This is an optimization exercise on Yosys and OpenROAD, whose aim is small area, not a production implementation.
Power figures rest on the tool's default switching activity, not on a simulated workload.

== v9 ==
Design crc15_frame_engine, start of the top module:
module crc15_frame_engine (
    input  wire        clk,
    input  wire        rst,           
    input  wire [81:0] cw,            
    output wire        o_busy,
    output wire [14:0] o_crc,
    output wire        o_f_valid,
    output wire [10:0] o_f_id,
    output wire [3:0]  o_f_dlc,
    output wire [63:0] o_f_data,
    output wire [14:0] o_f_crc,
    output wire        o_err_len,
    output wire        o_err_sticky,
    output wire [15:0] o_rpm,
    output wire [7:0]  o_speed,
    output wire [6:0]  o_throttle,
    output wire        o_brake,
    output wire [7:0]  o_coolant,
    output wire [7:0]  o_steer,
    output wire [1:0]  o_phase
);
    localparam [14:0] POLY = 15'h4599;
    reg [14:0] crc;
    reg [6:0]  k;            
    reg [7:0]  speed;
    reg        coast;        
    reg        brake;
    reg [6:0]  coolant;      
    reg [10:0] f_id;
    reg [3:0]  f_dlc;
    reg [63:0] f_data;
    reg [14:0] f_crc;
    reg [1:0]  phase;
    reg [3:0]  ticks;
    reg [2:0]  idx;
    reg        busy;
    reg [6:0]  cnt;          
    reg        tk;           
    reg [14:0] hdr;          
    reg [63:0] hd;           
    reg        err_len;
    reg        err_sticky;
    wire [2:0]  op      = cw[81:79];
    wire [3:0]  b_dlc   = cw[67:64];
    wire        t_man   = cw[9];
    wire        t_accel = cw[8];
    wire        t_brk   = cw[7];
    wire [6:0]  t_thr   = cw[6:0];
    wire op_clr   = (op == 3'd1);
    wire op_bit   = (op == 3'd2);
    wire op_build = (op == 3'd3);
    wire op_tick  = (op == 3'd4);
    wire dlc_bad  = (b_dlc > 4'd8);
    wire start    = (op_build & ~dlc_bad) | op_tick;
    wire [15:0] hdr_x    = {1'b0, hdr};
    wire        hdr_bit  = hdr_x[~cnt[3:0]];
    reg         data_bit;
    always @(*) begin
        case (cnt[5:3])
            3'd0:    data_bit = hd[62];
            3'd1:    data_bit = hd[54];
  ...
Size: ~980 cells after synthesis, roughly 230 flip-flops, about 250 I/O pins, about 0.010 mm^2 of cells after synthesis.
==> flow/config.mk <==
export PLATFORM = sky130hd
export DESIGN_NAME = crc15_frame_engine
export DESIGN_NICKNAME = crc15_frame_engine
export VERILOG_FILES = /design/flow/design.v
export SDC_FILE = /design/flow/constraint.sdc
export NUM_CORES = 4
export LEC_CHECK = 0
export CAP_MARGIN = 20
export CORE_MARGIN = 2
export CORE_UTILIZATION = 40
export CTS_BUF_LIST = sky130_fd_sc_hd__clkbuf_16
export CTS_CLUSTER_DIAMETER = 120
export CTS_CLUSTER_SIZE = 25
export SLEW_MARGIN = 20
export SYNTH_HIERARCHICAL = 1
==> flow/constraint.sdc <==
create_clock -name core_clock -period 10.0 [get_ports {clk}]
set_input_delay 2.0000 -clock core_clock [delete_from_list [all_inputs] [get_ports {clk}]]
set_output_delay 2.0000 -clock core_clock [all_outputs]
set_load 0.01 [all_outputs]
standard.sh (not shown) runs the stock make flow with config.mk's settings and CLKGATE_MAP_FILE= SYNTH_SCRIPT=/design/flow/synth_recipe.tcl, a recipe that flattens the netlist after the stock synthesis.
==> flow/flow/run.sh <==
#!/bin/bash
# Standard ORFS layout with smaller port buffers.
export BUFFER_PORTS_ARGS="-buffer_cell sky130_fd_sc_hd__buf_1"
bash standard.sh > standard.log 2>&1
v9 has completed all stages; timing, DRC and antenna checks passed.
Inputs modified between v9 and v30:
diff --git a/flow/config.mk b/flow/config.mk
--- a/flow/config.mk
+++ b/flow/config.mk
@@ -12,2 +12,2 @@
-export CTS_CLUSTER_DIAMETER = 120
-export CTS_CLUSTER_SIZE = 25
+export CTS_CLUSTER_DIAMETER = 80
+export CTS_CLUSTER_SIZE = 30
==> comparison <==
v30: all stages complete, timing, DRC and antenna checks passed. Final period utilization: v9 vs v30, no meaningful difference. Final critical-path required period: v30 better than v9. Relative to v9, the portion of total power attributed to combinational logic of v30 is lower by 0.7 points. Layout overhead on the synthesized area up 1.2 points in v30 wrt v9. Summary of v30 over v9: achievable frequency comparable; cell area reported after detailed placement held steady.
Inputs modified between v30 and v10:
diff --git a/flow/config.mk b/flow/config.mk
--- a/flow/config.mk
+++ b/flow/config.mk
@@ -10 +10 @@
-export CORE_UTILIZATION = 40
+export CORE_UTILIZATION = 60
@@ -12,2 +12,2 @@
-export CTS_CLUSTER_DIAMETER = 80
-export CTS_CLUSTER_SIZE = 30
+export CTS_CLUSTER_DIAMETER = 120
+export CTS_CLUSTER_SIZE = 25
Findings:
On cell area: between v10 and v30, it ends up higher for v30.
Sort v10 and v30 by post-route total power asc -> top: v10
Post-route antenna net violation count: v30 vs v10 — no meaningful difference
Min fraction of area in registers across v10 and v30: v30
Per the comparison of v10 with v30, wire length lost about 9%, fraction of area in multi-input gates picked up an extra 1.0 points, setup TNS neither gained nor lost much.
Changes in v38 relative to v10:
diff --git a/flow/config.mk b/flow/config.mk
--- a/flow/config.mk
+++ b/flow/config.mk
@@ -11,3 +11,3 @@
-export CTS_BUF_LIST = sky130_fd_sc_hd__clkbuf_16
-export CTS_CLUSTER_DIAMETER = 120
-export CTS_CLUSTER_SIZE = 25
+export CTS_BUF_LIST = sky130_fd_sc_hd__clkbuf_8
+export CTS_CLUSTER_DIAMETER = 45
+export CTS_CLUSTER_SIZE = 16
--- outcome ---
- The lower fraction of the cycle the final worst path needs came out of v10.
- Post-synthesis to final-layout area growth, v38 and v10: higher on v38
- The routed length on met2 of v38 and that of v10 are within noise of each other.
- Power went up by more than 10% going from v10 to v38.
- Delta(time the worst path needs with I/O delays and setup, v38 - v10) > 0
- Changes observed in v38 relative to v10: post-detailed-route wirelength per cell dropped about 2.4%, total number of H-tree levels level.
- Setup slack: v38 less than v10
- On wire length, v38 tracks v10 almost exactly.
- The worst hold slack of v10 and that of v38 are within noise of each other.
- Met3 wire length (higher): v38
No run of this note included a check of the RTL's function; only the layout flow was run.

==> afterwards: timing with drivers on the ports <==
The flow's constraints put no driver on any port. The routed layouts listed below were extracted and timed again, unchanged, in two steps.
Step 1, drivers: a clkbuf_16 drives clk and a buf_2 each remaining input, both assumed.
Step 2 adds t to the input delays and takes it off the output delays; t is the mean of the earliest and latest rising clock arrival at the registers after step 1. Input paths then give back, and output paths get back, about the clock's delay inside the block.
Three values: ideal ports, drivers, drivers and shift; two values: the first two.
| run | t, ns | setup slack, ns | worst register clock-pin slew, ns |
|---|---|---|---|
| v9 | 0.528 | 4.352 / 4.305 / 4.833 | 0.11 / 0.11 |
| v30 | 0.536 | 4.366 / 4.317 / 4.853 | 0.11 / 0.11 |
| v10 | 0.521 | 4.396 / 4.352 / 4.619 | 0.11 / 0.11 |
| v38 | 0.593 | 4.320 / 4.281 / 4.580 | 0.09 / 0.09 |
After both steps every run listed still meets setup and hold.
